This design comes from an exercise in tuning for small area, a short achievable clock period and few clock cycles on the open sky130 flow, not from production work.
Where RTL was checked, it was by simulation tests only, not by an equivalence proof against the original.
No functional check of the RTL was part of runs 1 to 3.
Power and IR drop assume default switching activity.

### design/flow/design.v
module pwm_calc #(
    parameter [31:0] OSC_HZ     = 32'd10000000,
    parameter [15:0] PRESCALE   = 16'd16,
    parameter integer RES       = 8,
    parameter [15:0] FREQ_SCALE = 16'd100
) (
    input  wire        clk,
    input  wire        rst,
    input  wire        req_valid,
    input  wire        req_write,
    input  wire [7:0]  req_off,
    input  wire [31:0] req_data,
    output reg         resp_valid,
    output reg  [1:0]  resp_code,
    output reg  [31:0] resp_data
);
    localparam [63:0] N     = OSC_HZ * FREQ_SCALE;           
    localparam [63:0] DSC   = 4 * PRESCALE;                   
    localparam integer DW   = RES + 3;                        
    localparam [63:0] K     = (2 * N) / DSC;                  
    localparam [31:0] FMIN  = (N + (DSC << RES) - 1) / (DSC << RES);  
    localparam [31:0] FMAX  = N / DSC;                        
    localparam [31:0] T1    = K / 3;
    localparam [31:0] T2    = K / 5;
    localparam [31:0] T3    = K / 7;
    localparam [31:0] T4    = K / 9;
    localparam [31:0] T16   = K / 33;
    localparam integer FW   = 22;                             
    function automatic le_const(input [31:0] x, input [31:0] c);
        integer i;
        begin
            le_const = 1'b1;
            for (i = 0; i < 32; i = i + 1)
                le_const = c[i] ? (!x[i] || le_const) : (!x[i] && le_const);
        end
    endfunction
    localparam [1:0] RESP_OKAY   = 2'd0;
    localparam [1:0] RESP_CMDERR = 2'd1;
    localparam [1:0] RESP_BUSERR = 2'd2;
    localparam [1:0] ERR_NONE    = 2'd0;
    localparam [1:0] ERR_RANGE   = 2'd1;
    localparam [1:0] ERR_NOINIT  = 2'd2;
    localparam [1:0] ERR_BADPCT  = 2'd3;
    reg [RES-1:0] period;    
    reg [DW-1:0]  duty;      
    reg [1:0]     err;
    reg           init;
    reg           duty_cur;
    reg           dv_busy;   
    reg           dv_first;  
    reg [2:0]     dv_cnt;    
    reg [FW-1:0]  dv_rem;
    reg [FW-1:0]  dv_f;
    reg [1:0]     p_code;    
    reg           du_busy;   
    reg [2:0]     du_j;      
    reg           du_b;      
    reg           du_last;   
    reg [4:0]     du_r;      
    reg [2:0]     pct_a;     
    reg [4:0]     pct_c;     
    wire off_f   = (req_off == 8'h00);
    wire off_p   = (req_off == 8'h04);
    wire off_per = (req_off == 8'h08);
    wire off_dut = (req_off == 8'h0C) || (req_off == 8'h10) || (req_off == 8'h14);
    wire mapped  = (req_off[1:0] == 2'b00) && (req_off <= 8'h28);
    wire f_in_range = !le_const(req_data, FMIN - 1) && le_const(req_data, FMAX);
    wire pct_ok     = le_const(req_data, 32'd100);
    wire stall = req_write ? ((off_f && (dv_busy || du_busy)) ||
                              (off_p && (du_busy || (dv_busy && !dv_first))))
                           : ((off_per && dv_busy) || (off_dut && du_busy));
    reg [31:0] rd_data;
    always @(*) begin
        case (req_off)
            8'h08:   rd_data = {{(32-RES){1'b0}}, period};
            8'h0C:   rd_data = {{(32-DW){1'b0}}, duty};
            8'h10:   rd_data = {{(32-DW+2){1'b0}}, duty[DW-1:2]};
            8'h14:   rd_data = {30'd0, duty[1:0]};
            8'h18:   rd_data = {28'd0, duty_cur, init, err};
            8'h1C:   rd_data = OSC_HZ;
            8'h20:   rd_data = {16'd0, PRESCALE};
            8'h24:   rd_data = RES;
            8'h28:   rd_data = {16'd0, FREQ_SCALE};
            default: rd_data = 32'd0;
        endcase
    end
    always @(*) begin
        resp_valid = req_valid && !stall;
        resp_data  = req_write ? 32'd0 : rd_data;
        resp_code[1] = !mapped || (req_write && !off_f && !off_p);
        resp_code[0] = req_write && ((off_f && !f_in_range) ||
                                     (off_p && (!init || !pct_ok)));
    end
    wire accept = req_valid && !stall;
    wire do_f   = accept && req_write && off_f;
    wire do_p   = accept && req_write && off_p;
    wire ge1  = le_const(req_data, T1);
    wire ge2  = le_const(req_data, T2);
    wire ge3  = le_const(req_data, T3);
    wire ge4  = le_const(req_data, T4);
    wire ge16 = le_const(req_data, T16);
    wire [24:0] h_full = (K[24:0] - {3'b0, req_data[FW-1:0]}) >> 1;
    wire [FW:0]   dv_sh   = {dv_rem, period[RES-1]};
    wire [FW+1:0] dv_diff = {1'b0, dv_sh} - {2'b0, dv_f};
    wire          dv_fit  = !dv_diff[FW+1];
    wire [5:0] du_c12  = {1'b0, pct_c} + 6'd12;
    wire [6:0] du_c212 = {1'b0, pct_c, 1'b0} + 7'd12;
    wire [6:0] du_k    = du_last ? (du_b ? du_c212 : {1'b0, du_c12})
                                 : (du_b ? {2'b0, pct_c} : 7'd0);
    wire [3:0] du_a    = (du_last && du_b) ? {pct_a, 1'b0} :
                         (du_last || du_b) ? {1'b0, pct_a} : 4'd0;
    wire [6:0] du_t    = {1'b0, du_r, 1'b0} + du_k;            
    wire [2:0] du_q    = (du_t >= 7'd100) ? 3'd4 : (du_t >= 7'd75) ? 3'd3 :
                         (du_t >= 7'd50)  ? 3'd2 : (du_t >= 7'd25) ? 3'd1 : 3'd0;
    wire [6:0] du_rn   = du_t - du_q * 7'd25;
    wire [3:0] du_s    = du_a + {1'b0, du_q};                  
    wire [DW-1:0] du_qn = {duty[DW-2:0], 1'b0} + {{(DW-4){1'b0}}, du_s};
    wire [6:0] pct_in = req_data[6:0];
    wire [2:0] pa_in  = (pct_in >= 7'd100) ? 3'd4 : (pct_in >= 7'd75) ? 3'd3 :
                        (pct_in >= 7'd50)  ? 3'd2 : (pct_in >= 7'd25) ? 3'd1 : 3'd0;
    wire [4:0] pc_in  = pct_in - pa_in * 7'd25;
    wire [2:0] p_top  = (p_code == 2'd3) ? 3'd7 : (p_code == 2'd2) ? 3'd3 :
                        (p_code == 2'd1) ? 3'd1 : 3'd0;
    wire [2:0] b_idx  = du_busy ? du_j - 1'b1 : p_top;
    always @(posedge clk) begin
        if (dv_busy) begin
            dv_rem <= dv_fit ? dv_diff[FW-1:0] : dv_sh[FW-1:0];
            dv_cnt <= dv_cnt - 1'b1;
        end else begin
            dv_rem <= ge16 ? {{(FW-17){1'b0}}, h_full[24:8]} : {1'b0, h_full[24:4]};
            dv_cnt <= ge16 ? 3'd7 : 3'd3;
            dv_f   <= req_data[FW-1:0];
        end
        if (du_busy) begin
            du_r    <= du_rn[4:0];
            du_j    <= du_j - 1'b1;
            du_last <= (du_j == 3'd1);
        end else begin
            du_r  <= 5'd0;
            du_j  <= p_top;
            du_last <= (p_code == 2'd0);
            pct_a <= pa_in;
            pct_c <= pc_in;
        end
        du_b <= dv_busy ? dv_fit : period[b_idx];
    end
    always @(posedge clk) begin
        if (rst) begin
            period   <= {RES{1'b0}};
            duty     <= {DW{1'b0}};
            err      <= ERR_NONE;
            init     <= 1'b0;
            duty_cur <= 1'b0;
            dv_busy  <= 1'b0;
            dv_first <= 1'b0;
            du_busy  <= 1'b0;
        end else begin
            if (dv_busy) begin
                period   <= {period[RES-2:0], dv_fit};
                dv_first <= 1'b0;
                if (dv_cnt == 3'd0) dv_busy <= 1'b0;
            end
            if (du_busy) begin
                duty <= du_qn;
                if (du_last) du_busy <= 1'b0;
            end
            if (do_f) begin
                if (!f_in_range) begin
                    err <= ERR_RANGE;
                end else begin
                    err      <= ERR_NONE;
                    init     <= 1'b1;
                    duty_cur <= 1'b0;
                    if (!ge4) begin
                        period <= {{(RES-2){1'b0}}, ge2, ge1 ^ ge2 ^ ge3};
                        p_code <= {1'b0, ge2};
                    end else begin
                        period   <= ge16 ? h_full[7:0] : {h_full[3:0], 4'b0};
                        dv_busy  <= 1'b1;
                        dv_first <= 1'b1;
                        p_code   <= ge16 ? 2'd3 : 2'd2;
                    end
                end
            end
            if (do_p) begin
                if (!init) begin
                    err <= ERR_NOINIT;
                end else if (!pct_ok) begin
                    err <= ERR_BADPCT;
                end else begin
                    err      <= ERR_NONE;
                    duty_cur <= 1'b1;
                    du_busy  <= 1'b1;
                    duty     <= {DW{1'b0}};
                end
            end
        end
    end
endmodule
### design/flow/config.mk
export PLATFORM = sky130hd
export DESIGN_NAME = pwm_calc
export DESIGN_NICKNAME = pwm_calc
export VERILOG_FILES = /design/flow/design.v
export SDC_FILE = /design/flow/constraint.sdc
export NUM_CORES = 4
export LEC_CHECK = 0
export CAP_MARGIN = 20
export CORE_MARGIN = 2
export CORE_UTILIZATION = 40
export CTS_BUF_LIST = sky130_fd_sc_hd__clkbuf_4 sky130_fd_sc_hd__clkbuf_8
export SETUP_SLACK_MARGIN = 3.3
export SLEW_MARGIN = 20
### design/flow/run.sh
#!/bin/bash
# synth_recipe.tcl (not shown) runs the flow's synth.tcl, then flattens the netlist and writes it again
# the make line also repeats each setting of config.mk as NAME=value (left out here)
make -C /OpenROAD-flow-scripts/flow DESIGN_CONFIG=/design/flow/config.mk WORK_HOME=/design/flow/orfs CLKGATE_MAP_FILE= SYNTH_SCRIPT=/design/flow/synth_recipe.tcl finish
### design/flow/constraint.sdc
create_clock -name core_clock -period 8.0 [get_ports {clk}]
set_input_delay 1.6000 -clock core_clock [delete_from_list [all_inputs] [get_ports {clk}]]
set_output_delay 1.6000 -clock core_clock [all_outputs]
set_load 0.01 [all_outputs]
==> results of run 1 <==
[cells by family after synthesis]
logic type | count (synthesis) | share of synthesized area
flip-flops | 93 | 0.285
XOR/XNOR | 63 | 0.0720
other | 1 | 0.000489
AND/OR/NAND/NOR | 281 | 0.176
AO/OA/AOI/OAI | 273 | 0.238
multiplexers | 28 | 0.0411
adder cells (fa/ha/maj) | 62 | 0.107
buffers and inverters | 139 | 0.0805
[routing by layer]
metal	GRT usage	vias up
met2	0.306	161
met1	0.297	3328
met5	0	-
met3	0.0299	14
li1	-	3491
met4	0.0448	0
[critical path: cells and delay by family]
kind	cells	cell delay, ns
buffers and inverters	3	0.40
AND/OR/NAND/NOR	3	1.00
AO/OA/AOI/OAI	2	0.35
[flip-flops by register name (all words and copies together) (netlist names), 5 cells and up]
name / flops
duty: 11
du_r: 5
pct_c: 5
dv_f: 22
dv_rem: 22
period: 8
[report_power, final]
part           leakage (uW)  switching (uW)  internal [uW]  total [uW]
registers          0.000834            17.2            515         532
logic               0.00287             196            150         346
clock network      0.000103             175            159         334
total               0.00381             388            825        1210
[cell type report]
cell class              instances  area share
clock buffers                  12      0.0164
clock inverters                 4     0.00510
inverters                      70      0.0285
multi-input cells             723       0.580
flip-flops and latches         93       0.235
well taps                     234      0.0314
repair buffers                121       0.104
[through the flow]
stage	hold WS [ns]	setup WS [ns]	total power, uW
2_1_floorplan	0.358	3.17	788
3_3_place_gp	0.367	2.01	860
3_5_place_dp	0.370	1.98	862
4_1_cts	0.393	3.07	1200
5_1_grt	0.419	3.00	1290
6_report	0.394	3.05	1210
[worst max path at each step]
stage                startpoint             to  slack (ns)  cells past startpoint
floorplan            req_off[7]  resp_data[10]        3.17                      6
global placement    req_data[1]   resp_code[0]        2.01                     11
finish               req_off[0]   resp_data[2]        3.05                      8
CTS                  req_off[6]   resp_data[3]        3.07                      9
global route           pct_c[1]        duty[9]        3.00                     24
detailed placement  req_data[1]   resp_code[0]        1.98                     11
[Yosys cell counts, drive strengths merged, types with 5 or more instances]
cell     count
edfxtp      32
xor2        26
o21ai       52
and3         6
nand2b      13
a31oi       10
a21o        14
o21a        10
or2          5
nor2        86
inv         70
nor2b       10
nor4         9
a2111oi      5
or3          5
a211oi      22
a22oi        8
o21bai       6
dfxtp       61
and2        11
xnor2       37
buf         28
mux2i       18
fa           6
nor3        19
nand4        6
a21oi       81
clkbuf      41
mux2         8
ha          56
nand3       17
o31ai        7
nand2       77
o211ai      13
[what timing repair did]
item / in CTS / in global routing
buffers inserted: 36 / 19
resized for setup: 230 / 62
endpoints found under the hold margin: 0 / 0
pin swaps: 33 / 42
setup endpoints to repair: 26 / 26
==> notes.md, run 1 <==
dpl hpwl 14.2 mm; Max-slew headroom 0.391; min-delay src dv_cnt[0]; Metal-1 WL 10.3 mm; Total Routing Usage GR 0.200; first-pass GRT wire length 32.8 mm; total CTS buffers 9; max_cap viols 0; DRT iter0 DRCs 513; area of the core 18800 um2; Yosys cell types 78; Fin Clk Skew 0.00876 ns; Slew Viols, Final 0; RR Endpoint duty[9]; DR vias/cell 5.56; DRT Pass-1 Iters 5; FFs w/ async S/R, synth 0; Buffers on Ports 62; CTS tree built; Seq/Total Area, Yosys 0.285; Post-Route WL 20.1 mm; Mapped Cells 940; CP max stage delay 0.55 ns; Top Ports 79; Filler cells 1848; Initial Util 0.408; P_leak 0.00381 uW; CP max stage cell or4_4; Worst Setup End Kind output pin; most frequent CP cell buf_6; WP data required 6.40 ns; main flop type after synthesis dfxtp_1; Worst-Margin Slew 0.891 ns; Vert. Die Dim 142 um; via count 6994; Hold EP dv_cnt[0]; endpoints failing setup 0; register area 2190 um2; Final ANT Viol Nets 0; top cell type's share of synthesized area 0.159; Yosys reg bits 93; clock sink count 93; GR Overflow Total 0; DRC errors left 0; peak supply drop 0.0714 mV; met3 wire len 784 um; critical setup path kind in2out; # hold bufs at CTS 0; Power Density 130 nW/um2; Synthesis Warnings 1; antenna violations before repair 0; Chip Width 142 um; crit-path max FO 5; Final Util 0.497; Synth area leader dfxtp_1; Startpoint Class input port; vias in the first global route 6467; final hold viol count 0; outcome complete, no violations; CTS Root Cell clkbuf_8; Post-Place Cells 1186; Tmin final 4.95 ns; most common cell after layout, fill and taps aside nor2_1; RSZ-0062 raised after global routing yes; nets@finish 1124; number of synthesized flops with an enable pin 32; final instance area 9320 um2; H-tree depth 3; routed wire length per instance 16.0 um; Reg clk slew, reported paths 0.09 ns; antenna diode count 0; Max Clock Freq 202 MHz; Layout area overhead 21.6%; metal2 WL 8.78 mm; crit share post-route 0.619; dominant cells by area after synthesis dfxtp_1, edfxtp_1, ha_1; Hold Path Class reg2reg; setup TNS 0 ns; share of cells above drive strength 1 0.215; Netlist Area Pre-Place 7660 um2; Worst Path Arrival 3.35 ns; r2r worst-path depth 24; Post-Syn Area per Cell 8.15 um2; most frequent cells in the layout nor2_1, a21oi_1, nand2_1, inv_1, dfxtp_1; Cell Chain, Critical Path buf_6 > or4_4 > nand2b_4 > buf_6 > nor3_4 > a22oi_1 > a31oi_1 > buf_2; largest net degree at the start of global routing 48; gpl congestion 0.866; reg-to-reg startpoint pct_c[3]; Placed Area 8360 um2; clk latency of the worst-skew pair 0.39 ns; highest metal used met4; Die ar. 20300 um2; CTS max path bufs 2; Row Count 50; R2R setup slack 3.27 ns; area of the multi-input gates 5410 um2; WHS Path Cells 1; Non-Filler Instances 1257
==> inputs of run 2 (changes only) <==
--- a/design/flow/design.v
+++ b/design/flow/design.v
@@ -57,8 +57,7 @@
     reg           du_b;      
     reg           du_last;   
     reg [4:0]     du_r;      
-    reg [2:0]     pct_a;     
-    reg [4:0]     pct_c;     
+    reg [6:0]     pct_r;     
     wire off_f   = (req_off == 8'h00);
     wire off_p   = (req_off == 8'h04);
     wire off_per = (req_off == 8'h08);
@@ -103,22 +102,20 @@
     wire [FW:0]   dv_sh   = {dv_rem, period[RES-1]};
     wire [FW+1:0] dv_diff = {1'b0, dv_sh} - {2'b0, dv_f};
     wire          dv_fit  = !dv_diff[FW+1];
-    wire [5:0] du_c12  = {1'b0, pct_c} + 6'd12;
-    wire [6:0] du_c212 = {1'b0, pct_c, 1'b0} + 7'd12;
-    wire [6:0] du_k    = du_last ? (du_b ? du_c212 : {1'b0, du_c12})
-                                 : (du_b ? {2'b0, pct_c} : 7'd0);
-    wire [3:0] du_a    = (du_last && du_b) ? {pct_a, 1'b0} :
-                         (du_last || du_b) ? {1'b0, pct_a} : 4'd0;
-    wire [6:0] du_t    = {1'b0, du_r, 1'b0} + du_k;            
-    wire [2:0] du_q    = (du_t >= 7'd100) ? 3'd4 : (du_t >= 7'd75) ? 3'd3 :
-                         (du_t >= 7'd50)  ? 3'd2 : (du_t >= 7'd25) ? 3'd1 : 3'd0;
-    wire [6:0] du_rn   = du_t - du_q * 7'd25;
-    wire [3:0] du_s    = du_a + {1'b0, du_q};                  
-    wire [DW-1:0] du_qn = {duty[DW-2:0], 1'b0} + {{(DW-4){1'b0}}, du_s};
-    wire [6:0] pct_in = req_data[6:0];
-    wire [2:0] pa_in  = (pct_in >= 7'd100) ? 3'd4 : (pct_in >= 7'd75) ? 3'd3 :
-                        (pct_in >= 7'd50)  ? 3'd2 : (pct_in >= 7'd25) ? 3'd1 : 3'd0;
-    wire [4:0] pc_in  = pct_in - pa_in * 7'd25;
+    wire [7:0] du_p12  = {1'b0, pct_r} + 8'd12;
+    wire [7:0] du_2p12 = {pct_r, 1'b0} + 8'd12;
+    wire [7:0] du_k    = du_last ? (du_b ? du_2p12 : du_p12)
+                                 : (du_b ? {1'b0, pct_r} : 8'd0);
+    wire [8:0] du_t    = {3'b0, du_r, 1'b0} + {1'b0, du_k};    
+    reg  [3:0] du_q;
+    integer qi;
+    always @(*) begin
+        du_q = 4'd0;
+        for (qi = 1; qi <= 10; qi = qi + 1)
+            if (du_t >= qi * 25) du_q = qi;
+    end
+    wire [8:0] du_rn   = du_t - du_q * 9'd25;
+    wire [DW-1:0] du_qn = {duty[DW-2:0], 1'b0} + {{(DW-4){1'b0}}, du_q};
     wire [2:0] p_top  = (p_code == 2'd3) ? 3'd7 : (p_code == 2'd2) ? 3'd3 :
                         (p_code == 2'd1) ? 3'd1 : 3'd0;
     wire [2:0] b_idx  = du_busy ? du_j - 1'b1 : p_top;
@@ -139,8 +136,7 @@
             du_r  <= 5'd0;
             du_j  <= p_top;
             du_last <= (p_code == 2'd0);
-            pct_a <= pa_in;
-            pct_c <= pc_in;
+            pct_r <= req_data[6:0];
         end
         du_b <= dv_busy ? dv_fit : period[b_idx];
     end
--- a/design/flow/config.mk
+++ b/design/flow/config.mk
@@ -8,6 +8,5 @@
 export CAP_MARGIN = 20
 export CORE_MARGIN = 2
 export CORE_UTILIZATION = 40
-export CTS_BUF_LIST = sky130_fd_sc_hd__clkbuf_4 sky130_fd_sc_hd__clkbuf_8
 export SETUP_SLACK_MARGIN = 3.3
 export SLEW_MARGIN = 20
==> run 2 against run 1 <==
Against the previous run: die area decreased by 2.1%; synthesized cell count decreased by 0.85%; combinational power decreased by 24%; clock skew increased by 0.0013 ns; critical endpoint is now du_r[4]; core utilization increased by 1.7 points; critical path depth increased by 17; area after synthesis decreased by 2.1%; largest power group unchanged; still clean; non-clock buffer count increased by 9; via count increased by 1.8%; largest cell class unchanged; first-iteration DRC count decreased by 29%; global-route usage increased by 0.21 points; total power decreased by 0.21%.
==> notes.md, run 2 <==
outcome complete, no violations; total CTS buffers 9; Yosys reg bits 92; WP buf/inv 2; area of the core 18600 um2; Max Clock Freq 192 MHz; Comb power frac 0.217; Top Ports 79; Worst Setup End Kind flop; Layout area overhead 27.3%; endpoints failing setup 0; sw power 342 uW; Crit. path cell count 25; CP max stage delay 0.45 ns; Max-slew headroom 0.314; CP top delay family adder cells; Final Util 0.514; peak supply drop 0.102 mV; Placed Area 8280 um2; Reg clk slew, reported paths 0.07 ns; final hold viol count 0; Total Routing Usage GR 0.202; setup TNS 0 ns; routed wire length per instance 16.3 um; CP max stage cell fa_1; Buffers on Ports 62; reg-to-reg startpoint pct_r[2]; first-pass GRT wire length 32.8 mm; Final ANT Viol Nets 0; P_leak 0.00388 uW; Mapped Cells 932; Power Density 127 nW/um2; RSZ-0062 raised after global routing yes; antenna diode count 0; RR Endpoint du_r[4]; Worst-Margin Slew 1.03 ns; Chip Width 141 um; Reg power frac 0.423; top cell type's share of synthesized area 0.163; largest net degree at the start of global routing 48; Post-Syn Area per Cell 8.05 um2; crit share post-route 0.651; via count 7120; antenna violations before repair 0; Setup crit start pct_r[2]; Clk network pwr share 0.360; most frequent cell after synthesis a21oi_1; dominant cells by area after synthesis dfxtp_1, edfxtp_1, ha_1; main flop type after synthesis dfxtp_1; Tmin final 5.21 ns; GR Overflow Total 0; biggest regs dv_f (22), dv_rem (22), duty (11); max_cap viols 0; Post-Route WL 20.6 mm; switching portion of total power 0.282; Slew Viols, Final 0; CTS Root Cell clkbuf_16; Yosys cell types 81; gpl congestion 0.882; Post-synth top cells a21oi_1, nor2_1, nand2_1, dfxtp_1, inv_1; Synth area leader dfxtp_1; most frequent cells in the layout a21oi_1, nor2_1, nand2_1, buf_4, dfxtp_1; Vert. Die Dim 141 um; Cell Int Power 868 uW; DRC errors left 0; dpl hpwl 14.4 mm; worst setup margin 2.79 ns; Fin Clk Skew 0.0101 ns; Row Count 50; Seq/Total Area, Yosys 0.287; Netlist Area Pre-Place 7500 um2; nets@finish 1115; H-tree depth 3; r2r worst-path depth 25; vias in the first global route 6599; Worst Path Arrival 5.47 ns; critical path endpoint du_r[4]; most common cell after layout, fill and taps aside a21oi_1; pre-CTS setup slack 2.00 ns; WP data required 8.26 ns; critical setup path kind reg2reg; Hold Path Class reg2reg; FFs w/ async S/R, synth 0; clk latency of the worst-skew pair 0.35 ns; Synthesis Warnings 1; Filler cells 1763; Initial Util 0.404; Die ar. 19900 um2; CTS tree built; clock sink count 92; DRT iter0 DRCs 364; CTS max path bufs 2; share of cells above drive strength 1 0.221; Startpoint Class flop; crit-path max FO 5; DRT Pass-1 Iters 5; DR vias/cell 5.65; final instance area 9550 um2; R2R setup slack 2.79 ns; number of synthesized flops with an enable pin 31; # hold bufs at CTS 0
-- run 2: how the worst min path moves through the flow --
stage / cells after the start / endpoint / startpoint / slack, ns
after floorplan: 1 / dv_cnt[0] / dv_cnt[0] / 0.36
after global placement: 1 / dv_cnt[0] / dv_cnt[0] / 0.37
after detailed placement: 1 / dv_cnt[0] / dv_cnt[0] / 0.37
after CTS: 1 / dv_cnt[0] / dv_cnt[0] / 0.38
after global routing: 1 / dv_cnt[0] / dv_cnt[0] / 0.39
final: 1 / dv_cnt[0] / dv_cnt[0] / 0.38
-- run 2: power groups by stage --
stage	Sequential, uW	Combinational [uW]	Clock (uW)
2_1_floorplan	518	184	0
3_3_place_gp	522	244	0
3_5_place_dp	522	245	0
4_1_cts	511	255	444
5_1_grt	513	291	462
6_report	511	263	436
-- run 2: area by class of cell --
type / instances / area, um2 / share of cell area
inverters: 55 / 211 / 0.0221
clock inverters: 3 / 47.5 / 0.00498
clock buffers: 13 / 250 / 0.0262
well taps: 234 / 293 / 0.0307
flip-flops and latches: 92 / 2160 / 0.226
repair buffers: 130 / 1120 / 0.117
multi-input cells: 733 / 5470 / 0.572
-- run 2: timing repair --
item	CTS	global route
endpoints found under the setup margin	26	25
setup buffers	44	19
gates cloned	1	0
pin swaps	34	39
resized for setup	166	104
-- run 2: cell families after synthesis --
group,synth area share
flops,0.287
fa+ha+maj,0.0884
other cells,0.000500
buf+inv,0.0717
compound gates,0.258
xor+xnor,0.0607
simple gates,0.190
mux,0.0435
-- run 2: per-layer routing --
metal	global-route usage	vias up	part of all wire
met2	0.320	165	0.45
met3	0.0265	23	0.038
li1	-	3560	-
met5	0	-	0
met4	0.0611	0	0.014
met1	0.288	3372	0.50
-- run 2: through the flow --
step,hold slack (ns),instances,power (uW)
2_1_floorplan,0.358,947,702
3_3_place_gp,0.366,1180,766
3_5_place_dp,0.369,1180,767
4_1_cts,0.384,1241,1210
5_1_grt,0.389,1260,1270
6_report,0.382,1260,1210
==> inputs of run 3 (changes only) <==
--- a/design/flow/config.mk
+++ b/design/flow/config.mk
@@ -8,5 +8,6 @@
 export CAP_MARGIN = 20
 export CORE_MARGIN = 2
 export CORE_UTILIZATION = 40
+export CTS_BUF_LIST = sky130_fd_sc_hd__clkbuf_4 sky130_fd_sc_hd__clkbuf_8
 export SETUP_SLACK_MARGIN = 3.3
 export SLEW_MARGIN = 20
==> run 3 against run 2 <==
Against the previous run: still clean; wire length fell by 0.38%; sequential power is essentially flat; clock skew grew 0.0052 ns; sequential share of layout area increased by 0.46 points; count of clock-buffer cells in the layout unchanged; first-iteration DRC count up 12%; critical path type unchanged; highest routed layer unchanged.
==> notes.md, run 3 <==
outcome complete, no violations; dpl hpwl 14.4 mm; CTS tree built; Post-Syn Area per Cell 8.05 um2; RR Endpoint du_r[4]; reg-to-reg startpoint pct_r[2]; vias in the first global route 6578; Mapped Cells 932; share of cells above drive strength 1 0.214; WP data required 8.31 ns; total CTS buffers 9; setup TNS 0 ns; routed wire length per instance 16.3 um; Worst Setup End Kind flop; number of synthesized flops with an enable pin 31; area of the core 18600 um2; M1 GR Usage 0.289; Startpoint Class flop; antenna diode count 0; P_leak 0.00381 uW; Die ar. 19900 um2; Fin Clk Skew 0.0153 ns; Synthesis Warnings 1; Tmin final 5.21 ns; peak supply drop 0.0915 mV; most frequent cell after synthesis a21oi_1; met3 Track Usage GR 0.0326; Yosys reg bits 92; Initial Util 0.404; Post-Route WL 20.5 mm; DRT iter0 DRCs 407; critical setup path kind reg2reg; via count 7079; most frequent cells in the layout a21oi_1, nor2_1, nand2_1, buf_4, dfxtp_1; WHS Path Cells 1; Seq/Total Area, Yosys 0.287; biggest regs dv_f (22), dv_rem (22), duty (11); Post-synth top cells a21oi_1, nor2_1, nand2_1, dfxtp_1, inv_1; FFs w/ async S/R, synth 0; Final ANT Viol Nets 0; Worst Path Arrival 5.52 ns; most common cell after layout, fill and taps aside a21oi_1; Placed Area 8280 um2; area of the multi-input gates 5400 um2; gpl congestion 0.882; crit-path max FO 5; Setup crit start pct_r[2]; register area 2160 um2; GR Overflow Total 0; DR vias/cell 5.64; R2R setup slack 2.79 ns; r2r worst-path depth 25; Hold Path Class reg2reg; Total Routing Usage GR 0.203; Top Ports 79; Layout area overhead 24.8%; dominant cells by area after synthesis dfxtp_1, edfxtp_1, ha_1; max_cap viols 0; global routing's busiest layer met2; Vert. Die Dim 141 um; Final Util 0.504; Power Density 119 nW/um2; Hold EP dv_cnt[0]; H-tree depth 3; CTS Root Cell clkbuf_8; Netlist Area Pre-Place 7500 um2; Slew Viols, Final 0; crit share post-route 0.651; Yosys cell types 81; final hold viol count 0; clk latency of the worst-skew pair 0.39 ns; min-delay src dv_cnt[0]; top cell type's share of synthesized area 0.163; largest net degree at the start of global routing 48; first-pass GRT wire length 32.8 mm; Row Count 50; clock sink count 92; RSZ-0062 raised after global routing yes; Worst-Margin Slew 1.02 ns; Filler cells 1787; Synth area leader dfxtp_1; nets@finish 1111; GR Util met2 0.318; DRT Pass-1 Iters 4; Max Clock Freq 192 MHz; DRC errors left 0; Chip Width 141 um; Buffers on Ports 62; antenna violations before repair 0; endpoints failing setup 0; main flop type after synthesis dfxtp_1; Pwr Total 1110 uW; Max-slew headroom 0.322; Reg clk slew, reported paths 0.10 ns; CTS max path bufs 2; final instance area 9360 um2
[run 3: worst max-delay path by stage]
stage          cells past startpoint           end  slack, ns
2_1_floorplan                     24       du_r[4]       3.07
3_3_place_gp                      12  resp_code[0]       2.02
3_5_place_dp                      12  resp_code[0]       2.00
4_1_cts                           11  resp_code[0]       2.82
5_1_grt                           25       du_r[4]       2.55
6_report                          25       du_r[4]       2.79
[run 3: logic make-up after synthesis]
family                     after synthesis  synth area share
and+or+nand+nor                        292             0.190
other                                    1          0.000500
DFF                                     92             0.287
xor gates and xnor gates                52            0.0607
muxes                                   32            0.0435
buffers and inverters                  122            0.0717
AOI/OAI and AO/OA                      291             0.258
adders and majority gates               50            0.0884
[run 3: area by class of cell]
cell class                 instances  share of cell area
tap                              234              0.0313
timing repair buffer             126               0.116
sequential                        92               0.231
multi-input combinational        733               0.577
clock inverter                     3             0.00508
clock buffer                      13              0.0171
inverter                          55              0.0226
[run 3: critical path, stage by stage (launching register included)]
cell and delay (ns):
edfxtp_1 0.43, buf_6 0.14, mux2i_1 0.15, ha_2 0.21, xor2_1 0.06, a22o_1 0.26, ha_4 0.29, nor2_2 0.05
a21oi_4 0.19, xor2_4 0.12, buf_6 0.15, and3_4 0.15, or4_1 0.39, a22o_1 0.26, a21oi_2 0.18, o21ai_2 0.09
a21oi_2 0.16, ha_2 0.20, fa_1 0.45, fa_2 0.37, nor2b_2 0.15, nor3b_2 0.07, xnor2_1 0.19, xnor2_1 0.16
nand2_1 0.07, mux2i_1 0.19
[run 3: what timing repair did]
action	CTS	global route
buffers inserted	43	16
setup endpoints to repair	26	25
pin swaps	34	34
gates resized for setup	166	90
cloned	1	0
hold buffers	0	0
[run 3: metal layers]
| layer | up-vias | share of wire | wire length, um |
|---|---|---|---|
| met5 | - | 0 | 0 |
| met4 | 0 | 0.016 | 325 |
| met3 | 28 | 0.041 | 848 |
| met2 | 168 | 0.45 | 9170 |
| met1 | 3330 | 0.49 | 10100 |
| li1 | 3553 | - | - |
[run 3: per-stage QoR]
stage	cells	hold slack (ns)	setup slack [ns]
finish	1256	0.388	2.79
CTS	1240	0.391	2.82
global placement	1180	0.366	2.02
floorplan	947	0.358	3.07
global route	1256	0.397	2.55
detailed placement	1180	0.369	2.00
[run 3: where the power goes]
part / switching (uW) / internal, uW / total [uW] / leakage, uW
Sequential: 11.3 / 500 / 511 / 0.000821
Combinational: 147 / 116 / 263 / 0.00288
Clock: 173 / 165 / 338 / 0.000108
==> inputs of run 4 (changes only) <==
--- a/design/flow/design.v
+++ b/design/flow/design.v
@@ -55,9 +55,9 @@
     reg           du_busy;   
     reg [2:0]     du_j;      
     reg           du_b;      
-    reg           du_last;   
     reg [4:0]     du_r;      
-    reg [6:0]     pct_r;     
+    reg [2:0]     pct_a;     
+    reg [4:0]     pct_c;     
     wire off_f   = (req_off == 8'h00);
     wire off_p   = (req_off == 8'h04);
     wire off_per = (req_off == 8'h08);
@@ -86,9 +86,13 @@
     always @(*) begin
         resp_valid = req_valid && !stall;
         resp_data  = req_write ? 32'd0 : rd_data;
-        resp_code[1] = !mapped || (req_write && !off_f && !off_p);
-        resp_code[0] = req_write && ((off_f && !f_in_range) ||
-                                     (off_p && (!init || !pct_ok)));
+        if (!mapped || (req_write && !off_f && !off_p))
+            resp_code = RESP_BUSERR;
+        else if (req_write && ((off_f && !f_in_range) ||
+                               (off_p && (!init || !pct_ok))))
+            resp_code = RESP_CMDERR;
+        else
+            resp_code = RESP_OKAY;
     end
     wire accept = req_valid && !stall;
     wire do_f   = accept && req_write && off_f;
@@ -102,23 +106,29 @@
     wire [FW:0]   dv_sh   = {dv_rem, period[RES-1]};
     wire [FW+1:0] dv_diff = {1'b0, dv_sh} - {2'b0, dv_f};
     wire          dv_fit  = !dv_diff[FW+1];
-    wire [7:0] du_p12  = {1'b0, pct_r} + 8'd12;
-    wire [7:0] du_2p12 = {pct_r, 1'b0} + 8'd12;
-    wire [7:0] du_k    = du_last ? (du_b ? du_2p12 : du_p12)
-                                 : (du_b ? {1'b0, pct_r} : 8'd0);
-    wire [8:0] du_t    = {3'b0, du_r, 1'b0} + {1'b0, du_k};    
-    reg  [3:0] du_q;
-    integer qi;
-    always @(*) begin
-        du_q = 4'd0;
-        for (qi = 1; qi <= 10; qi = qi + 1)
-            if (du_t >= qi * 25) du_q = qi;
-    end
-    wire [8:0] du_rn   = du_t - du_q * 9'd25;
-    wire [DW-1:0] du_qn = {duty[DW-2:0], 1'b0} + {{(DW-4){1'b0}}, du_q};
+    wire       du_last = (du_j == 3'd0);
+    wire [5:0] du_c12  = {1'b0, pct_c} + 6'd12;
+    wire [6:0] du_c212 = {1'b0, pct_c, 1'b0} + 7'd12;
+    wire [6:0] du_k    = du_last ? (du_b ? du_c212 : {1'b0, du_c12})
+                                 : (du_b ? {2'b0, pct_c} : 7'd0);
+    wire [3:0] du_a    = (du_last && du_b) ? {pct_a, 1'b0} :
+                         (du_last || du_b) ? {1'b0, pct_a} : 4'd0;
+    wire [6:0] du_t    = {1'b0, du_r, 1'b0} + du_k;            
+    wire [2:0] du_q    = (du_t >= 7'd100) ? 3'd4 : (du_t >= 7'd75) ? 3'd3 :
+                         (du_t >= 7'd50)  ? 3'd2 : (du_t >= 7'd25) ? 3'd1 : 3'd0;
+    wire [6:0] du_rn   = du_t - du_q * 7'd25;
+    wire [3:0] du_s    = du_a + {1'b0, du_q};                  
+    wire [DW-1:0] du_qn = {duty[DW-2:0], 1'b0} + {{(DW-4){1'b0}}, du_s};
+    wire [6:0] pct_in = req_data[6:0];
+    wire [2:0] pa_in  = (pct_in >= 7'd100) ? 3'd4 : (pct_in >= 7'd75) ? 3'd3 :
+                        (pct_in >= 7'd50)  ? 3'd2 : (pct_in >= 7'd25) ? 3'd1 : 3'd0;
+    wire [4:0] pc_in  = pct_in - pa_in * 7'd25;
     wire [2:0] p_top  = (p_code == 2'd3) ? 3'd7 : (p_code == 2'd2) ? 3'd3 :
                         (p_code == 2'd1) ? 3'd1 : 3'd0;
-    wire [2:0] b_idx  = du_busy ? du_j - 1'b1 : p_top;
+    wire       p_one  = (p_code == 2'd0);
+    wire       p_topb = period[p_top] && !p_one;
+    wire [2:0] p_next = p_one ? 3'd0 : p_top - 1'b1;
+    wire [2:0] b_idx  = du_busy ? du_j - 1'b1 : p_next;
     always @(posedge clk) begin
         if (dv_busy) begin
             dv_rem <= dv_fit ? dv_diff[FW-1:0] : dv_sh[FW-1:0];
@@ -129,14 +139,13 @@
             dv_f   <= req_data[FW-1:0];
         end
         if (du_busy) begin
-            du_r    <= du_rn[4:0];
-            du_j    <= du_j - 1'b1;
-            du_last <= (du_j == 3'd1);
+            du_r <= du_rn[4:0];
+            du_j <= du_j - 1'b1;
         end else begin
-            du_r  <= 5'd0;
-            du_j  <= p_top;
-            du_last <= (p_code == 2'd0);
-            pct_r <= req_data[6:0];
+            du_r  <= (p_topb && !dv_busy) ? pc_in : 5'd0;
+            du_j  <= dv_busy ? p_top : p_next;
+            pct_a <= pa_in;
+            pct_c <= pc_in;
         end
         du_b <= dv_busy ? dv_fit : period[b_idx];
     end
@@ -187,7 +196,7 @@
                     err      <= ERR_NONE;
                     duty_cur <= 1'b1;
                     du_busy  <= 1'b1;
-                    duty     <= {DW{1'b0}};
+                    duty <= (p_topb && !dv_busy) ? {{(DW-3){1'b0}}, pa_in} : {DW{1'b0}};
                 end
             end
         end
==> design/flow/flow/run.sh (new file) <==
#!/bin/bash
# Layout flow: the standard flow (standard.sh) with one change in
# synthesis: the cell mapping uses Yosys's default ABC script with a delay
# target (abc -D), instead of ORFS's speed script. Everything else (the
# synthesis passes before and after mapping, flip-flop mapping, flattening,
# renaming, floorplan, placement, CTS, routing) is the standard flow's.
set -euo pipefail
W=$(pwd)
ABC_D=${ABC_D:-4800}

sed 's#^  log_cmd abc {\*}\$abc_args$#  set my_args [lrange $abc_args 2 end]\n  set di [lsearch $my_args -D]\n  if {$di >= 0} { set my_args [lreplace $my_args $di [expr {$di+1}]] }\n  log_cmd abc {*}$my_args -D '"$ABC_D"'#' \
    "$FLOW_HOME/scripts/synth.tcl" > "$W/synth_mod.tcl"
grep -q "set my_args" "$W/synth_mod.tcl"
sed "s#source \$::env(SCRIPTS_DIR)/synth.tcl#source $W/synth_mod.tcl#" "$W/synth_recipe.tcl" > "$W/my_synth.tcl"
grep -q "synth_mod.tcl" "$W/my_synth.tcl"
sed "s#SYNTH_SCRIPT=[^ ]*#SYNTH_SCRIPT=$W/my_synth.tcl#" "$W/standard.sh" > "$W/my_standard.sh"
grep -q "my_synth.tcl" "$W/my_standard.sh"

bash "$W/my_standard.sh" > "$W/flow_make.log" 2>&1
==> design/flow/standard.sh (new file) <==
#!/bin/bash
# synth_recipe.tcl (not shown) runs the flow's synth.tcl, then flattens the netlist and writes it again
# the make line also repeats each setting of config.mk as NAME=value (left out here)
make -C /OpenROAD-flow-scripts/flow DESIGN_CONFIG=/design/flow/config.mk WORK_HOME=/design/flow/orfs CLKGATE_MAP_FILE= SYNTH_SCRIPT=/design/flow/synth_recipe.tcl "${@:-finish}"
removed: design/flow/run.sh
==> run 4 against run 3 <==
Against the previous run: still clean; sequential power increased by 3%; synthesized cell count decreased by 4.6%; clock skew about the same; non-clock buffer count increased by 12; design area decreased by 3.4%; register-to-register slack got worse by 0.08 ns; wire length increased by 5.1%; count of clock-buffer cells in the layout decreased by 1; final cell count decreased by 1.7%; total power increased by 3.3%; first-iteration DRC count increased by 21%; largest cell class unchanged.
==> notes.md, run 4 <==
DRT Pass-1 Iters 7; outcome complete, no violations; Mapped Cells 889; xor/xnor share of the synthesized area 0.0491; Pwr Total 1150 uW; DRT iter0 DRCs 493; CP max stage delay 0.42 ns; Post-synth top cells inv_1, nand2_1, nor2_1, o21ai_0, a21oi_1; Chip Width 138 um; clock sink count 92; Max-slew headroom 0.366; share of cells above drive strength 1 0.209; critical setup path kind reg2reg; CTS Root Cell clkbuf_8; DR vias/cell 5.69; Post-Route WL 21.5 mm; Buffers on Ports 62; peak supply drop 0.109 mV; Total Routing Usage GR 0.228; Seq/Total Area, Yosys 0.303; CP max stage cell fa_2; # hold bufs at CTS 0; most frequent cells in the layout nand2_1, inv_1, nor2_1, a21oi_1, buf_4; Synthesis Warnings 1; Die ar. 18900 um2; R2R setup slack 2.72 ns; DRC errors left 0; Post-Syn Area per Cell 8.03 um2; Top Ports 79; r2r worst-path depth 37; reg-to-reg startpoint du_j[1]; total CTS buffers 9; main flop type after synthesis dfxtp_1; top cell type's share of synthesized area 0.168; Worst Path Arrival 5.59 ns; routed wire length per instance 17.4 um; GR Overflow Total 0; largest family of logic cells by synthesized area compound AO/OA/AOI/OAI gates; Fin Clk Skew 0.0151 ns; RR Endpoint du_r[4]; WP buf/inv 23; FFs w/ async S/R, synth 0; Yosys reg bits 92; post-synthesis mux area share 0.0247; WP data required 8.30 ns; CTS tree built; crit-path max FO 3; max_cap viols 0; most common cell after layout, fill and taps aside nand2_1; final hold viol count 0; min-delay src dv_cnt[0]; antenna violations before repair 0; largest net degree at the start of global routing 39; setup TNS 0 ns; Yosys cell types 69; clk latency of the worst-skew pair 0.39 ns; endpoints failing setup 0; Initial Util 0.411; vias in the first global route 6655; Worst Setup End Kind flop; dominant cells by area after synthesis dfxtp_1, edfxtp_1, ha_1; Slew Viols, Final 0; Final ANT Viol Nets 0; Adder-Cell Fraction of Synth Area 0.115; number of synthesized flops with an enable pin 32; Startpoint Class flop; area of the core 17400 um2; CP top delay family buffers and inverters; WHS Path Cells 1; CTS max path bufs 2; Hold Path Class reg2reg; via count 7021; first-pass GRT wire length 33.9 mm; Hold EP dv_cnt[0]; RSZ-0062 raised after global routing yes; Tmin final 5.28 ns; dpl hpwl 14.7 mm; Worst-Margin Slew 0.948 ns; Power Density 127 nW/um2; Max Clock Freq 189 MHz; nets@finish 1110; H-tree depth 3; Netlist Area Pre-Place 7140 um2; crit share post-route 0.661; Layout area overhead 26.7%; Synth area leader dfxtp_1; biggest regs dv_f (22), dv_rem (22), duty (11); Vert. Die Dim 138 um; P_leak 0.00401 uW; Row Count 48; gpl congestion 0.881; most frequent cell after synthesis inv_1; Post-Synth Simple-Gate Area 0.168; compound-cell area share of the yosys netlist 0.259; Reg clk slew, reported paths 0.10 ns
==> run 4: cell count changes in the layout (fill, tap and decap cells not counted), sizes merged, moves of 10 or more <==
cell / change
nor2b: -11
buf: +16
o21ai: +22
a21oi: -21
xor2: -10
nor2: -11
mux2i: -15
inv: +28
o31ai: +16
o211ai: -10
ha: +11
==> run 4: cell type report <==
class / count / area, um2
Clock inverter: 4 / 33.8
Antenna cell: 1 / 2.50
Tap cell: 225 / 282
Inverter: 83 / 319
Sequential cell: 92 / 2170
Fill cell: 1617 / 8320
Clock buffer: 12 / 159
Multi-Input combinational cell: 680 / 4880
Timing Repair Buffer: 138 / 1200
==> run 4: layer usage <==
layer | GRT usage | up-vias | wire [um]
li1 | - | 3420 | -
met1 | 0.325 | 3301 | 10200
met2 | 0.352 | 264 | 9630
met3 | 0.0394 | 36 | 1310
met4 | 0.0727 | 0 | 417
met5 | 0 | - | 0
==> run 4: how the worst max path moves through the flow <==
stage                     start           end  slack, ns  cells after the start
finish                  du_j[1]       du_r[4]       2.72                     37
global route            du_j[1]       duty[9]       2.51                     31
CTS                 req_data[8]  resp_code[0]       2.89                      8
detailed placement  req_data[1]  resp_code[0]       1.88                     12
global placement    req_data[1]  resp_code[0]       1.88                     12
floorplan               du_j[1]      duty[10]       3.18                     30
==> run 4: logic make-up after synthesis <==
group | after synthesis
AOI/OAI and AO/OA | 287
and+or+nand+nor | 258
buffers and inverters | 133
DFF | 92
adders and majority gates | 62
xor gates and xnor gates | 40
muxes | 16
other | 1
==> run 4: metrics by stage <==
stage | utilization | hold slack [ns] | instance area [um2] | worst slack [ns] | instances
2_1_floorplan | - | 0.358 | 7290 | 3.18 | 904
3_3_place_gp | 0.460 | 0.365 | 7990 | 1.88 | 1148
3_5_place_dp | 0.460 | 0.370 | 7990 | 1.88 | 1148
4_1_cts | 0.503 | 0.392 | 8720 | 2.89 | 1222
5_1_grt | 0.521 | 0.413 | 9040 | 2.51 | 1234
6_report | 0.521 | 0.390 | 9040 | 2.72 | 1235
==> run 4: power by group <==
| part | total (uW) | switching [uW] | internal, uW | leakage (uW) |
|---|---|---|---|---|
| clock | 323 | 187 | 136 | 0.0000966 |
| sequential | 525 | 14.6 | 510 | 0.000824 |
| combinational | 300 | 172 | 128 | 0.00308 |
==> run 4: what timing repair did <==
item	CTS	global route
gates resized for setup	139	119
gates cloned	0	1
pin swaps	40	45
buffers inserted	58	11
endpoints found under the setup margin	36	48
endpoints found under the hold margin	0	0
Testbench counts of run 4, summed over its fixed seeds: cycles 8,596.
==> inputs of run 5 (changes only) <==
--- a/design/flow/design.v
+++ b/design/flow/design.v
@@ -55,6 +55,7 @@
     reg           du_busy;   
     reg [2:0]     du_j;      
     reg           du_b;      
+    reg           du_last;   
     reg [4:0]     du_r;      
     reg [2:0]     pct_a;     
     reg [4:0]     pct_c;     
@@ -68,31 +69,28 @@
     wire stall = req_write ? ((off_f && (dv_busy || du_busy)) ||
                               (off_p && (du_busy || (dv_busy && !dv_first))))
                            : ((off_per && dv_busy) || (off_dut && du_busy));
-    reg [31:0] rd_data;
+    wire       rd_ok = !req_write && (req_off[7:6] == 2'b00) && (req_off[1:0] == 2'b00);
+    reg [23:0] rd_word;
     always @(*) begin
-        case (req_off)
-            8'h08:   rd_data = {{(32-RES){1'b0}}, period};
-            8'h0C:   rd_data = {{(32-DW){1'b0}}, duty};
-            8'h10:   rd_data = {{(32-DW+2){1'b0}}, duty[DW-1:2]};
-            8'h14:   rd_data = {30'd0, duty[1:0]};
-            8'h18:   rd_data = {28'd0, duty_cur, init, err};
-            8'h1C:   rd_data = OSC_HZ;
-            8'h20:   rd_data = {16'd0, PRESCALE};
-            8'h24:   rd_data = RES;
-            8'h28:   rd_data = {16'd0, FREQ_SCALE};
-            default: rd_data = 32'd0;
+        case (req_off[5:2])
+            4'd2:    rd_word = {{(24-RES){1'b0}}, period};
+            4'd3:    rd_word = {{(24-DW){1'b0}}, duty};
+            4'd4:    rd_word = {{(24-DW+2){1'b0}}, duty[DW-1:2]};
+            4'd5:    rd_word = {22'd0, duty[1:0]};
+            4'd6:    rd_word = {20'd0, duty_cur, init, err};
+            4'd7:    rd_word = OSC_HZ[23:0];
+            4'd8:    rd_word = {8'd0, PRESCALE};
+            4'd9:    rd_word = RES;
+            4'd10:   rd_word = {8'd0, FREQ_SCALE};
+            default: rd_word = 24'd0;
         endcase
     end
     always @(*) begin
         resp_valid = req_valid && !stall;
-        resp_data  = req_write ? 32'd0 : rd_data;
-        if (!mapped || (req_write && !off_f && !off_p))
-            resp_code = RESP_BUSERR;
-        else if (req_write && ((off_f && !f_in_range) ||
-                               (off_p && (!init || !pct_ok))))
-            resp_code = RESP_CMDERR;
-        else
-            resp_code = RESP_OKAY;
+        resp_data  = {8'd0, rd_ok ? rd_word : 24'd0};
+        resp_code[1] = !mapped || (req_write && !off_f && !off_p);
+        resp_code[0] = req_write && ((off_f && !f_in_range) ||
+                                     (off_p && (!init || !pct_ok)));
     end
     wire accept = req_valid && !stall;
     wire do_f   = accept && req_write && off_f;
@@ -106,7 +104,6 @@
     wire [FW:0]   dv_sh   = {dv_rem, period[RES-1]};
     wire [FW+1:0] dv_diff = {1'b0, dv_sh} - {2'b0, dv_f};
     wire          dv_fit  = !dv_diff[FW+1];
-    wire       du_last = (du_j == 3'd0);
     wire [5:0] du_c12  = {1'b0, pct_c} + 6'd12;
     wire [6:0] du_c212 = {1'b0, pct_c, 1'b0} + 7'd12;
     wire [6:0] du_k    = du_last ? (du_b ? du_c212 : {1'b0, du_c12})
@@ -117,8 +114,10 @@
     wire [2:0] du_q    = (du_t >= 7'd100) ? 3'd4 : (du_t >= 7'd75) ? 3'd3 :
                          (du_t >= 7'd50)  ? 3'd2 : (du_t >= 7'd25) ? 3'd1 : 3'd0;
     wire [6:0] du_rn   = du_t - du_q * 7'd25;
-    wire [3:0] du_s    = du_a + {1'b0, du_q};                  
-    wire [DW-1:0] du_qn = {duty[DW-2:0], 1'b0} + {{(DW-4){1'b0}}, du_s};
+    wire [DW-1:0] du_x  = {duty[DW-2:0], 1'b0} + {{(DW-4){1'b0}}, du_a};
+    wire [DW-4:0] du_xi = du_x[DW-1:3] + 1'b1;
+    wire [3:0]    du_lo = {1'b0, du_x[2:0]} + {1'b0, du_q};
+    wire [DW-1:0] du_qn = {du_lo[3] ? du_xi : du_x[DW-1:3], du_lo[2:0]};
     wire [6:0] pct_in = req_data[6:0];
     wire [2:0] pa_in  = (pct_in >= 7'd100) ? 3'd4 : (pct_in >= 7'd75) ? 3'd3 :
                         (pct_in >= 7'd50)  ? 3'd2 : (pct_in >= 7'd25) ? 3'd1 : 3'd0;
@@ -139,11 +138,13 @@
             dv_f   <= req_data[FW-1:0];
         end
         if (du_busy) begin
-            du_r <= du_rn[4:0];
-            du_j <= du_j - 1'b1;
+            du_r    <= du_rn[4:0];
+            du_j    <= du_j - 1'b1;
+            du_last <= (du_j == 3'd1);
         end else begin
             du_r  <= (p_topb && !dv_busy) ? pc_in : 5'd0;
             du_j  <= dv_busy ? p_top : p_next;
+            du_last <= dv_busy ? 1'b0 : (p_next == 3'd0);
             pct_a <= pa_in;
             pct_c <= pc_in;
         end
==> design/flow/run.sh (new file) <==
#!/bin/bash
# synth_recipe.tcl (not shown) runs the flow's synth.tcl, then flattens the netlist and writes it again
# the make line also repeats each setting of config.mk as NAME=value (left out here)
make -C /OpenROAD-flow-scripts/flow DESIGN_CONFIG=/design/flow/config.mk WORK_HOME=/design/flow/orfs CLKGATE_MAP_FILE= SYNTH_SCRIPT=/design/flow/synth_recipe.tcl finish
--- a/design/flow/config.mk
+++ b/design/flow/config.mk
@@ -9,5 +9,5 @@
 export CORE_MARGIN = 2
 export CORE_UTILIZATION = 40
 export CTS_BUF_LIST = sky130_fd_sc_hd__clkbuf_4 sky130_fd_sc_hd__clkbuf_8
-export SETUP_SLACK_MARGIN = 3.3
+export SETUP_SLACK_MARGIN = 3.15
 export SLEW_MARGIN = 20
removed: design/flow/flow/run.sh
removed: design/flow/standard.sh
==> run 5 against run 4 <==
Against the previous run: still clean on timing, DRC and antenna; combinational power rose by 5%; core utilization down 5.3 points; synthesized cell count rose by 11%; flip-flop and latch count is 1 higher; hold slack better by 0.0013 ns; non-clock buffer count decreased by 53; first-iteration DRC count is 6.3% higher; die area is 10% higher; critical endpoint is now resp_data[8]; highest routed layer unchanged.
==> notes.md, run 5 <==
outcome complete, no violations; DRT iter0 DRCs 524; Hold EP dv_cnt[0]; switching portion of total power 0.320; most frequent cells in the layout nor2_1, nand2_1, inv_1, a21oi_1, dfxtp_1; DRT Pass-1 Iters 6; WHS Path Cells 1; Buffers on Ports 62; Chip Width 144 um; Final ANT Viol Nets 0; Yosys reg bits 93; first-pass GRT wire length 32.6 mm; GR Util met2 0.300; Comb power frac 0.266; Max Clock Freq 208 MHz; final instance area 9080 um2; Reg power frac 0.451; WP buf/inv 3; Initial Util 0.406; Layout area overhead 15.3%; antenna violations before repair 0; endpoints failing setup 0; worst hold margin 0.391 ns; peak supply drop 0.0767 mV; RR Endpoint du_r[4]; Fin Clk Skew 0.00648 ns; number of synthesized flops with an enable pin 32; most frequent cell after synthesis nor2_1; r2r worst-path depth 19; CTS tree built; DRC errors left 0; Synth area leader dfxtp_1; CP max stage cell clkdlybuf4s50_1; global routing's busiest layer met2; dpl hpwl 14.9 mm; Top Ports 79; Hold Path Class reg2reg; M1 GR Usage 0.288; Worst Path Arrival 3.20 ns; Final Util 0.468; Worst Setup End Kind output pin; Yosys cell types 77; CTS max path bufs 2; Power Density 131 nW/um2; Filler cells 1978; final hold viol count 0; top cell type's share of synthesized area 0.155; H-tree depth 3; Synthesis Warnings 1; share of cells above drive strength 1 0.118; Cell Int Power 809 uW; Worst-Margin Slew 1.01 ns; crit-path max FO 7; WP data required 6.40 ns; crit share post-route 0.600; P_leak 0.00379 uW; Cell Chain, Critical Path clkdlybuf4s50_1 > nand2b_1 > buf_4 > a211o_4 > nor3_1 > clkbuf_2; Startpoint Class input port; vias in the first global route 6437; CP max stage delay 0.47 ns; total CTS buffers 9; # hold bufs at CTS 0; clock sink count 93; antenna diode count 0; Mapped Cells 984; area of the core 19400 um2; Row Count 51; routed wire length per instance 15.6 um; Placed Area 8580 um2; main flop type after synthesis dfxtp_1; Slew Viols, Final 0; critical setup path kind in2out; Tmin final 4.80 ns; Total Routing Usage GR 0.195; nets@finish 1133; largest net degree at the start of global routing 48; min-delay src dv_cnt[0]; Clk network pwr share 0.283; biggest regs dv_f (22), dv_rem (22), duty (11); sw power 381 uW; Reg clk slew, reported paths 0.09 ns; met3 Track Usage GR 0.0278; gpl congestion 0.876; Die ar. 20800 um2; most common cell after layout, fill and taps aside nor2_1; Netlist Area Pre-Place 7880 um2; Max-slew headroom 0.324; R2R setup slack 3.48 ns; CTS Root Cell clkbuf_8; clk latency of the worst-skew pair 0.38 ns; FFs w/ async S/R, synth 0; CP top delay family buffers and inverters; Post-Route WL 20.3 mm; DR vias/cell 5.46; reg-to-reg startpoint pct_c[2]; Post-synth top cells nor2_1, nand2_1, inv_1, a21oi_1, dfxtp_1; GR Overflow Total 0; via count 7081; Seq/Total Area, Yosys 0.277; setup TNS 0 ns; dominant cells by area after synthesis dfxtp_1, edfxtp_1, ha_1; RSZ-0062 raised after global routing yes; Post-Syn Area per Cell 8.00 um2; max_cap viols 0; Vert. Die Dim 144 um
[run 5: routing by layer]
layer  wire length [um]  vias up  share of wire
met4                246        0          0.012
met2               9050      146           0.45
li1                   -     3586              -
met1              10200     3330           0.51
met3                731       19          0.036
met5                  0        -              0
[run 5: metrics by stage]
| step | total power (uW) | setup WS [ns] | std cells |
|---|---|---|---|
| after global placement | 851 | 1.95 | 1262 |
| after detailed placement | 853 | 1.94 | 1262 |
| final | 1190 | 3.20 | 1296 |
| after floorplan | 775 | 3.37 | 999 |
| after global routing | 1260 | 3.11 | 1296 |
| after CTS | 1190 | 2.90 | 1288 |
[run 5: cell families after synthesis]
family / Yosys count / synth area share
simple gates: 332 / 0.205
compound gates: 255 / 0.212
buf+inv: 140 / 0.0782
flops: 93 / 0.277
xor+xnor: 64 / 0.0712
fa+ha+maj: 63 / 0.106
mux: 36 / 0.0505
other cells: 1 / 0.000476
[run 5: final cells by class]
cell class              instances  area [um2]  share of cell area
inverters                      71         287              0.0315
well taps                     265         332              0.0365
multi-input cells             766        5360               0.590
flip-flops and latches         93        2190               0.241
clock inverters                 5        57.6             0.00634
clock buffers                  11         145              0.0160
repair buffers                 85         721              0.0793
[run 5: power by group through the flow]
stage	logic [uW]	registers, uW	clock network (uW)
2_1_floorplan	234	541	0
3_3_place_gp	303	548	0
4_1_cts	307	538	347
5_1_grt	356	542	365
3_5_place_dp	305	549	0
6_report	316	537	337
[run 5: repair_timing]
| action | in CTS | in global routing |
|---|---|---|
| resized for setup | 109 | 96 |
| pin swaps | 6 | 14 |
| endpoints found under the setup margin | 21 | 18 |
| setup buffers | 10 | 8 |
[run 5: worst max-delay path by stage]
stage	startpoint	endpoint	slack, ns	depth (start not counted)
6_report	req_write	resp_data[8]	3.20	6
5_1_grt	pct_c[2]	duty[8]	3.11	20
3_5_place_dp	req_data[1]	resp_code[0]	1.94	11
3_3_place_gp	req_data[1]	resp_code[0]	1.95	11
2_1_floorplan	req_data[2]	resp_code[0]	3.37	9
4_1_cts	req_data[0]	resp_code[0]	2.90	11
Testbench counts of run 5, summed over its fixed seeds: cycles 8,596.
==> inputs of run 6 (changes only) <==
--- a/design/flow/config.mk
+++ b/design/flow/config.mk
@@ -9,5 +9,5 @@
 export CORE_MARGIN = 2
 export CORE_UTILIZATION = 40
 export CTS_BUF_LIST = sky130_fd_sc_hd__clkbuf_4 sky130_fd_sc_hd__clkbuf_8
-export SETUP_SLACK_MARGIN = 3.15
+export SETUP_SLACK_MARGIN = 3.7
 export SLEW_MARGIN = 20
==> run 6 against run 5 <==
Against the previous run: sequential share of layout area down 1.3 points; setup slack gained 0.070 ns; combinational power rose by 6%; core utilization grew 2.8 points; global-route usage up 0.76 points; critical path depth is 1 higher; via count up 1.9%; fmax rose by 1.5%; die area did not move; sequential power is essentially flat; wire length rose by 4.2%; design area grew 6.0%; largest cell class unchanged; largest power group unchanged; highest routed layer unchanged.
==> notes.md, run 6 <==
R2R setup slack 3.87 ns; Filler cells 1913; WP buf/inv 2; dominant cells by area after synthesis dfxtp_1, edfxtp_1, ha_1; Slew Viols, Final 0; share of cells above drive strength 1 0.204; Buffers on Ports 62; gpl congestion 0.880; Vert. Die Dim 144 um; final hold viol count 0; vias in the first global route 6712; FFs w/ async S/R, synth 0; Reg clk slew, reported paths 0.09 ns; Crit. path cell count 7; largest net degree at the start of global routing 48; Total Routing Usage GR 0.203; most frequent cell after synthesis nor2_1; routed wire length per instance 16.0 um; CP max stage cell or4_4; Worst Path Arrival 3.13 ns; Initial Util 0.406; peak supply drop 0.108 mV; Power Density 129 nW/um2; number of synthesized flops with an enable pin 32; r2r worst-path depth 20; area of the multi-input gates 5650 um2; critical setup path kind in2out; Synth area leader dfxtp_1; Max-slew headroom 0.304; Max Clock Freq 211 MHz; first-pass GRT wire length 33.7 mm; Seq/Total Area, Yosys 0.277; Top Ports 79; Synthesis Warnings 1; antenna diode count 0; Netlist Area Pre-Place 7880 um2; DRT Pass-1 Iters 6; area of the core 19400 um2; Final ANT Viol Nets 0; RSZ-0062 raised after global routing yes; DRT iter0 DRCs 457; Yosys cell types 77; setup TNS 0 ns; CTS max path bufs 2; top cell type's share of synthesized area 0.155; Hold Path Class reg2reg; antenna violations before repair 0; Fin Clk Skew 0.0141 ns; Post-synth top cells nor2_1, nand2_1, inv_1, a21oi_1, dfxtp_1; Chip Width 144 um; Tmin final 4.73 ns; via count 7218; DRC errors left 0; clk latency of the worst-skew pair 0.39 ns; Startpoint Class input port; H-tree depth 3; CP max stage delay 0.44 ns; DR vias/cell 5.47; dpl hpwl 14.9 mm; Worst Setup End Kind output pin; WHS Path Cells 1; crit-path max FO 7; Row Count 51; CP top delay family simple AND/OR/NAND/NOR gates; GR Overflow Total 0; total CTS buffers 9; max_cap viols 0; Mapped Cells 984; Post-Syn Area per Cell 8.00 um2; CTS Root Cell clkbuf_8; Die ar. 20800 um2; CTS tree built; nets@finish 1157; Layout area overhead 22.2%; P_leak 0.00389 uW; Yosys reg bits 93; biggest regs dv_f (22), dv_rem (22), duty (11); main flop type after synthesis dfxtp_1; Worst-Margin Slew 1.04 ns; endpoints failing setup 0; Cell Chain, Critical Path buf_4 > or2_4 > or4_4 > nor4_4 > nand3_1 > o311a_1 > buf_2; register area 2190 um2; most common cell after layout, fill and taps aside nand2_1; Post-Route WL 21.1 mm; Pwr Total 1240 uW; WP data required 6.40 ns; clock sink count 93; outcome complete, no violations; most frequent cells in the layout nand2_1, nor2_1, inv_1, a21oi_1, dfxtp_1; crit share post-route 0.591
==> run 6: area by class of cell <==
class	instances	area share
Clock inverter	4	0.00754
Sequential cell	93	0.228
Tap cell	265	0.0345
Inverter	71	0.0291
Multi-Input combinational cell	766	0.588
Clock buffer	12	0.0159
Timing Repair Buffer	109	0.0978
==> run 6: path summary, 6_finish.rpt <==
| check | from | endpoint |
|---|---|---|
| setup reg to reg | pct_c[2] | du_r[4] |
| hold / removal | dv_cnt[0] | dv_cnt[0] |
| setup / recovery | req_data[16] | resp_code[0] |
| hold reg to reg | dv_cnt[0] | dv_cnt[0] |
==> run 6: worst register-to-register path, stage by stage (launching register included) <==
cell and delay, ns:
edfxtp_1 0.44, inv_2 0.07, ha_1 0.22, xnor2_1 0.12
mux2_2 0.27, a22o_1 0.27, ha_4 0.30, nor2_2 0.05
a21oi_4 0.17, xor2_2 0.12, buf_4 0.16, nor3_2 0.24
o32ai_4 0.15, buf_4 0.16, mux2i_1 0.16, fa_2 0.37
nand2b_4 0.15, a21oi_2 0.14, xor2_1 0.18, xnor2_1 0.16
o21ai_0 0.09
==> run 6: layer usage <==
metal	part of all wire	up-vias	global-route usage
met2	0.45	177	0.313
met3	0.040	15	0.0295
met5	0	-	0
met4	0.011	0	0.0521
li1	-	3626	-
met1	0.50	3400	0.297
==> run 6: timing repair <==
item,in CTS,in global routing
pin swaps,34,34
buffers inserted,25,17
endpoints found under the setup margin,49,27
gates resized for setup,248,101
hold buffers,0,0
==> run 6: logic make-up after synthesis <==
group | Yosys count | share of synthesized area
AND/OR/NAND/NOR | 332 | 0.205
AO/OA/AOI/OAI | 255 | 0.212
buffers and inverters | 140 | 0.0782
flip-flops | 93 | 0.277
XOR/XNOR | 64 | 0.0712
adder cells (fa/ha/maj) | 63 | 0.106
multiplexers | 36 | 0.0505
other | 1 | 0.000476
==> run 6: metrics by stage <==
stage / worst slack [ns] / std cells / hold WS (ns) / instance area [um2] / utilization
finish: 3.27 / 1320 / 0.392 / 9620 / 0.496
detailed placement: 2.00 / 1262 / 0.369 / 8630 / 0.445
floorplan: 3.51 / 999 / 0.358 / 7990 / -
global route: 3.17 / 1320 / 0.399 / 9620 / 0.496
CTS: 3.24 / 1303 / 0.391 / 9210 / 0.475
global placement: 2.01 / 1262 / 0.368 / 8630 / 0.445
==> run 6: power by group <==
group	internal, uW	switching [uW]	total (uW)
Sequential	515	20.7	536
Combinational	146	189	335
Clock	191	177	369
Total	853	387	1240

[afterwards: timing with drivers on the ports]
In the flow no input, the clock included, has a driving cell. The finished layouts below were timed again as built, in two steps. Step 1: set_driving_cell puts a clkbuf_16 on clk and a buf_2 on each other input, an assumption about the parent block. Step 2 times the ports against the registers' clock, not the clock port: input delays grow and output delays shrink by t, the midpoint of the rising clock arrivals with the driver on. Slacks: no drivers / after step 1 / after step 2; pairs: no drivers / after step 1.
run	shift t [ns]	slack for setup (ns)	worst register clock-pin slew, ns	cell pins on the clock port's net
run 1	0.422	3.049 / 3.018 / 3.018	0.09 / 0.09	1
run 2	0.384	2.795 / 2.795 / 2.795	0.07 / 0.07	1
run 3	0.422	2.794 / 2.794 / 2.794	0.10 / 0.10	1
run 4	0.427	2.715 / 2.715 / 2.715	0.10 / 0.10	1
run 5	0.422	3.201 / 3.182 / 3.182	0.10 / 0.10	1
run 6	0.427	3.271 / 3.251 / 3.251	0.10 / 0.10	1
After both steps every run listed still meets setup and hold. The setup slack of run 1, which loses most, moves by -0.031 ns with the drivers and by -0.031 ns with both steps.
